Context: an optimization exercise on an open-source flow, tuned for small area. The choices shown serve that exercise and are no tape-out recipe. At most, simulation tests tie the RTL to the original design; equivalence was not proved. Power is estimated from default activity; no workload was simulated.

the reference run:
## rgb2aled_core
module rgb2aled_core (
    input  wire       clk,
    input  wire       rst,
    input  wire       din,
    output reg        dout,
    output wire [7:0] pwm0,
    output wire [7:0] pwm1,
    output wire [7:0] pwm2,
    output wire [7:0] pwm3,
    output wire [7:0] pwm4,
    output wire [7:0] pwm5
);
Size: roughly 340 cells after synthesis, ~130 flip-flops, about 0.0044 mm² of cells after synthesis.
clock: 10.0 ns
lec_check: 0
cap_margin: 20
core_margin: 2
core_utilization: 40
slew_margin: 20
run.sh (not shown) runs the stock make flow with config.mk's settings and CLKGATE_MAP_FILE= SYNTH_SCRIPT=/design/flow/synth_recipe.tcl, a recipe that flattens the netlist after the stock synthesis.
Setup changes, the reference run to the trial run
- CTS_BUF_LIST now sky130_fd_sc_hd__clkbuf_4, previously not set
Results
Re net count after synthesis: no difference whatsoever between the reference run and the trial run.
Clock share of power down 13 points in the trial run wrt the reference run
The reference run -> the trial run: hold buffer count at cts delta 0, exact match
As far as total of buffers placed on input and output ports goes, the trial run and the reference run are indistinguishable; the numbers are identical.
The trial run and the reference run ended up with nearly the same fraction of the cycle the final worst path needs.
In the flow results for the trial run and the reference run, the sequential share of layout area is larger on the trial run.
Clock tree cell share of total cell area was higher in the run labelled the reference run.
After detailed routing, the reference run needs more wire than the trial run.
Heaviest power group = clock: the reference run; heaviest power group = registers: the trial run
Power per cell area delta for the trial run relative to the reference run: 16% lower
The trial run and the reference run ended up with nearly the same clock latency at the later pin of the worst-skew pair.
No functional check of the RTL was part of any run of this note.

rgb2aled_core, a different RTL version from the one above (not shown whole).
Size: roughly 290 cells after synthesis, roughly 130 flip-flops, about 52 I/O pins, ~0.0042 mm^2 of cells after synthesis.
Settings: LEC_CHECK=0, CAP_MARGIN=20, CORE_MARGIN=2, CORE_UTILIZATION=40, SLEW_MARGIN=20; clock period 10.0 ns.
standard.sh (not shown) runs the stock make flow with config.mk's settings and CLKGATE_MAP_FILE= SYNTH_SCRIPT=/design/flow/synth_recipe.tcl, a recipe that flattens the netlist after the stock synthesis.
==> flow/flow/run.sh <==
#!/bin/bash
export BUFFER_PORTS_ARGS="-buffer_cell sky130_fd_sc_hd__buf_1"
export CTS_ARGS="-sink_clustering_enable -repair_clock_nets -dont_use_dummy_load -sink_clustering_size 30 -sink_clustering_max_diameter 150 -buf_list sky130_fd_sc_hd__clkbuf_8"
bash standard.sh > standard.log 2>&1
The baseline went through all stages and came out clean.
Rerun with:
==> flow/flow/run.sh (replaced) <==
#!/bin/bash
# Own layout flow: the standard flow (standard.sh) with three changes:
#  - synthesis maps the logic with an area-oriented ABC script (area.abc);
#    everything else in synthesis is the standard flow's own script (synth_recipe.tcl),
#    so the registers are the standard synthesis's;
#  - the ports are buffered with sky130_fd_sc_hd__buf_1;
#  - clock tree: clkbuf_2 root, clkbuf_4 leaves, no dummy loads.
# Each tool's output goes to a log file in this folder.
set -euo pipefail
HERE=$(pwd)
FLOWDIR=$HERE/flow
export MY_ABC_SCRIPT=$FLOWDIR/area.abc
export BUFFER_PORTS_ARGS="-buffer_cell sky130_fd_sc_hd__buf_1"
export CTS_ARGS="-sink_clustering_enable -repair_clock_nets -dont_use_dummy_load -root_buf sky130_fd_sc_hd__clkbuf_2 -buf_list sky130_fd_sc_hd__clkbuf_4"
sed "s#SYNTH_SCRIPT=[^ ]*#SYNTH_SCRIPT=$FLOWDIR/area_synth.tcl#" standard.sh > my_standard.sh
bash my_standard.sh > flow_make.log 2>&1
==> flow/flow/area.abc (new file) <==
strash
&get -n
&deepsyn -T 20
&put
&get -n
&dch -f
&nf -R 1000
&put
==> flow/flow/area_synth.tcl (new file) <==
# synth_recipe.tcl with one change: Yosys's abc pass uses the ABC script named
# by MY_ABC_SCRIPT instead of ORFS's speed script.
proc synth {args} { yosys synth -nofsm -noshare {*}$args }
proc abc {args} {
  set i [lsearch $args -script]
  if {$i >= 0} { lset args [expr {$i+1}] $::env(MY_ABC_SCRIPT) }
  yosys abc {*}$args
}
source $::env(SCRIPTS_DIR)/synth.tcl
# left out here: clear keep_hierarchy, flatten, clean up, hide names made inside functions, write 1_2_yosys.v
CORE_UTILIZATION = 80   (was 40)
Outcome: The changed run went through all stages and came out clean; power drops by 10%; wire length rises by about 20%; synthesized area drops by about 4%; die area shrinks by 50%; clock power came out lower by about 25%; final area shrinks by about 6.4%; sequential power fell by about 0.9%; sequential share of layout area went up by 4.3 points; non-clock buffer count falls by 2.
Rerun with:
==> flow/flow/run.sh (replaced) <==
#!/bin/bash
export BUFFER_PORTS_ARGS="-buffer_cell sky130_fd_sc_hd__buf_1"
export CTS_ARGS="-sink_clustering_enable -repair_clock_nets -dont_use_dummy_load -sink_clustering_size 40 -sink_clustering_max_diameter 150 -buf_list sky130_fd_sc_hd__clkbuf_16"
bash standard.sh > standard.log 2>&1
CORE_UTILIZATION = 40   (was 80)
removed: flow/flow/area.abc
removed: flow/flow/area_synth.tcl
=> Worst setup slack loses 0.34 ns. Synthesized area climbs by 4.0%. Fmax drops by 9.7%. Hold slack loses 0.020 ns. Critical path depth climbs by 5. Total power climbs by 33%. Via count drops by 8.1%. Synthesized cell count climbs by 8.5%.
No run of this note included a check of the RTL's function; only the layout flow was run.

== v40 ==
rgb2aled_core, a different RTL version from the one above (not shown whole).
For scale: about 130 flip-flops.
## rgb2aled_core
module rgb2aled_core (
    input  wire       clk,
    input  wire       rst,
    input  wire       din,
    output reg        dout,
    output wire [7:0] pwm0,
    output wire [7:0] pwm1,
    output wire [7:0] pwm2,
    output wire [7:0] pwm3,
    output wire [7:0] pwm4,
    output wire [7:0] pwm5
);
Settings: LEC_CHECK=0, CAP_MARGIN=20, CORE_MARGIN=2, CORE_UTILIZATION=75, SLEW_MARGIN=20; clock period 10.0 ns.
==> flow/flow/run.sh <==
#!/bin/bash
# Own layout flow: the standard flow (standard.sh) with three changes:
#  - synthesis maps the logic with an area-oriented ABC script (area.abc);
#    everything else in synthesis is the standard flow's own script (synth_recipe.tcl),
#    so the registers are the standard synthesis's;
#  - the ports are buffered with sky130_fd_sc_hd__buf_1;
#  - clock tree: clkbuf_8 root, clkbuf_4 leaves, no dummy loads.
# Each tool's output goes to a log file in this folder.
set -euo pipefail
HERE=$(pwd)
FLOWDIR=$HERE/flow
export MY_ABC_SCRIPT=$FLOWDIR/area.abc
export BUFFER_PORTS_ARGS="-buffer_cell sky130_fd_sc_hd__buf_1"
export CTS_ARGS="-sink_clustering_enable -repair_clock_nets -dont_use_dummy_load -root_buf sky130_fd_sc_hd__clkbuf_8 -buf_list sky130_fd_sc_hd__clkbuf_4"
sed "s#SYNTH_SCRIPT=[^ ]*#SYNTH_SCRIPT=$FLOWDIR/area_synth.tcl#" standard.sh > my_standard.sh
bash my_standard.sh > flow_make.log 2>&1
==> flow/flow/area.abc <==
strash
&get -n
&deepsyn -T 20
&put
&get -n
&dch -f
&nf -R 1000
&put
==> flow/flow/area_synth.tcl <==
# synth_recipe.tcl with one change: Yosys's abc pass uses the ABC script named
# by MY_ABC_SCRIPT instead of ORFS's speed script.
proc synth {args} { yosys synth -nofsm -noshare {*}$args }
proc abc {args} {
  set i [lsearch $args -script]
  if {$i >= 0} { lset args [expr {$i+1}] $::env(MY_ABC_SCRIPT) }
  yosys abc {*}$args
}
source $::env(SCRIPTS_DIR)/synth.tcl
# left out here: clear keep_hierarchy, flatten, clean up, hide names made inside functions, write 1_2_yosys.v
diff inputs: v40 => v20
- swapping 75 for 80 in CORE_UTILIZATION
--- a/flow/flow/run.sh
+++ b/flow/flow/run.sh
@@ -5,5 +5,5 @@
 #    so the registers are the standard synthesis's;
 #  - the ports are buffered with sky130_fd_sc_hd__buf_1;
-#  - clock tree: clkbuf_8 root, clkbuf_4 leaves, no dummy loads.
+#  - clock tree: clkbuf_2 root, clkbuf_4 leaves, no dummy loads.
 # Each tool's output goes to a log file in this folder.
 set -euo pipefail
@@ -12,5 +12,5 @@
 export MY_ABC_SCRIPT=$FLOWDIR/area.abc
 export BUFFER_PORTS_ARGS="-buffer_cell sky130_fd_sc_hd__buf_1"
-export CTS_ARGS="-sink_clustering_enable -repair_clock_nets -dont_use_dummy_load -root_buf sky130_fd_sc_hd__clkbuf_8 -buf_list sky130_fd_sc_hd__clkbuf_4"
+export CTS_ARGS="-sink_clustering_enable -repair_clock_nets -dont_use_dummy_load -root_buf sky130_fd_sc_hd__clkbuf_2 -buf_list sky130_fd_sc_hd__clkbuf_4"
 sed "s#SYNTH_SCRIPT=[^ ]*#SYNTH_SCRIPT=$FLOWDIR/area_synth.tcl#" standard.sh > my_standard.sh
 bash my_standard.sh > flow_make.log 2>&1
Findings:
For v40, the end point of the critical path was bcnt[2], unlike v20, where it was bcnt[10]. Effective utilization at floorplan in v20 vs v40: up 5.8 points. [compare] base=v40 new=v20: time the worst path needs with I/O delays and setup fell 0.21 ns, routed wire length went up by 7.6%, half-perimeter wire length after detailed placement shows an increase of about 9%. Design area (v20 vs. v40) decreases slightly. Between v40 and v20, the overall overflow remaining after global route does not differ in any meaningful way. Final critical-path share of the clock period, v20 and v40, lower one = v20. v20 vs. v40: clock-pin transition on the worst setup and hold timing paths did not really move, setup slack now larger. v20 | status: complete | timing, DRC, antenna: pass.
Edits applied to the flow inputs when going from v20 to v42:
- swapping 80 for 65 in CORE_UTILIZATION
--- a/flow/flow/run.sh
+++ b/flow/flow/run.sh
@@ -5,5 +5,5 @@
 #    so the registers are the standard synthesis's;
 #  - the ports are buffered with sky130_fd_sc_hd__buf_1;
-#  - clock tree: clkbuf_2 root, clkbuf_4 leaves, no dummy loads.
+#  - clock tree: clkbuf_8 root, clkbuf_4 leaves, no dummy loads.
 # Each tool's output goes to a log file in this folder.
 set -euo pipefail
@@ -12,5 +12,5 @@
 export MY_ABC_SCRIPT=$FLOWDIR/area.abc
 export BUFFER_PORTS_ARGS="-buffer_cell sky130_fd_sc_hd__buf_1"
-export CTS_ARGS="-sink_clustering_enable -repair_clock_nets -dont_use_dummy_load -root_buf sky130_fd_sc_hd__clkbuf_2 -buf_list sky130_fd_sc_hd__clkbuf_4"
+export CTS_ARGS="-sink_clustering_enable -repair_clock_nets -dont_use_dummy_load -root_buf sky130_fd_sc_hd__clkbuf_8 -buf_list sky130_fd_sc_hd__clkbuf_4"
 sed "s#SYNTH_SCRIPT=[^ ]*#SYNTH_SCRIPT=$FLOWDIR/area_synth.tcl#" standard.sh > my_standard.sh
 bash my_standard.sh > flow_make.log 2>&1
==> flow/flow/area.abc <==
strash
dc2
&get -n
&dch -f
&nf -R 1000
&put
[summary]
- Going from v20 to v42, the clock insertion delay at the later pin of the skew report was found to have gone down by 0.23 ns.
- [v42 vs v20] relative contribution of sequential cells to total power: lower in v42
- Post-synthesis cell area in v42 is 1.5% above v20.
- In v42 relative to v20, first-pass GRT wire length had gone down by a little under 10%.
- On relative area of clock buffers and inverters in the final design, v20 and v42 are neck and neck.
- Taking v20 as the reference, in v42 fmax increased 9.9%, overall fraction of global-route tracks in use decreased 8.5 points.

==> port drivers added, routing unchanged <==
No port has a modelled driver above. Below, the same layouts with a new extraction and two added sets of constraints. Step 1 sets driving cells, clkbuf_16 on the clock port and buf_2 on the other inputs (assumed; they add their load-dependent delay and slew). Step 2 also shifts input and output timing later by t, the mid clock arrival at the registers, as if the neighbouring blocks saw the same clock. a / b / c = ideal / step 1 / step 2; a / b = the first two.
| run | t, ns | setup slack, ns | cell pins on the clock port's net |
|---|---|---|---|
| the reference run | 0.532 | 6.469 / 6.469 / 5.937 | 1 |
| the trial run | 0.527 | 6.481 / 6.477 / 5.950 | 1 |
| the first run of note 2 | 0.442 | 6.456 / 6.468 / 6.026 | 1 |
| the second run of note 2 | 0.629 | 6.788 / 6.758 / 6.253 | 1 |
| the third run of note 2 | 0.439 | 6.443 / 6.459 / 6.021 | 1 |
| v40 | 0.412 | 6.341 / 6.350 / 5.938 | 1 |
| v20 | 0.637 | 6.549 / 6.554 / 5.917 | 1 |
| v42 | 0.400 | 6.860 / 6.868 / 6.467 | 1 |
After both steps setup and hold are still met in every run listed. For v20, which loses most, drivers alone change the setup slack by +0.005 ns; drivers and shift together by -0.632 ns.
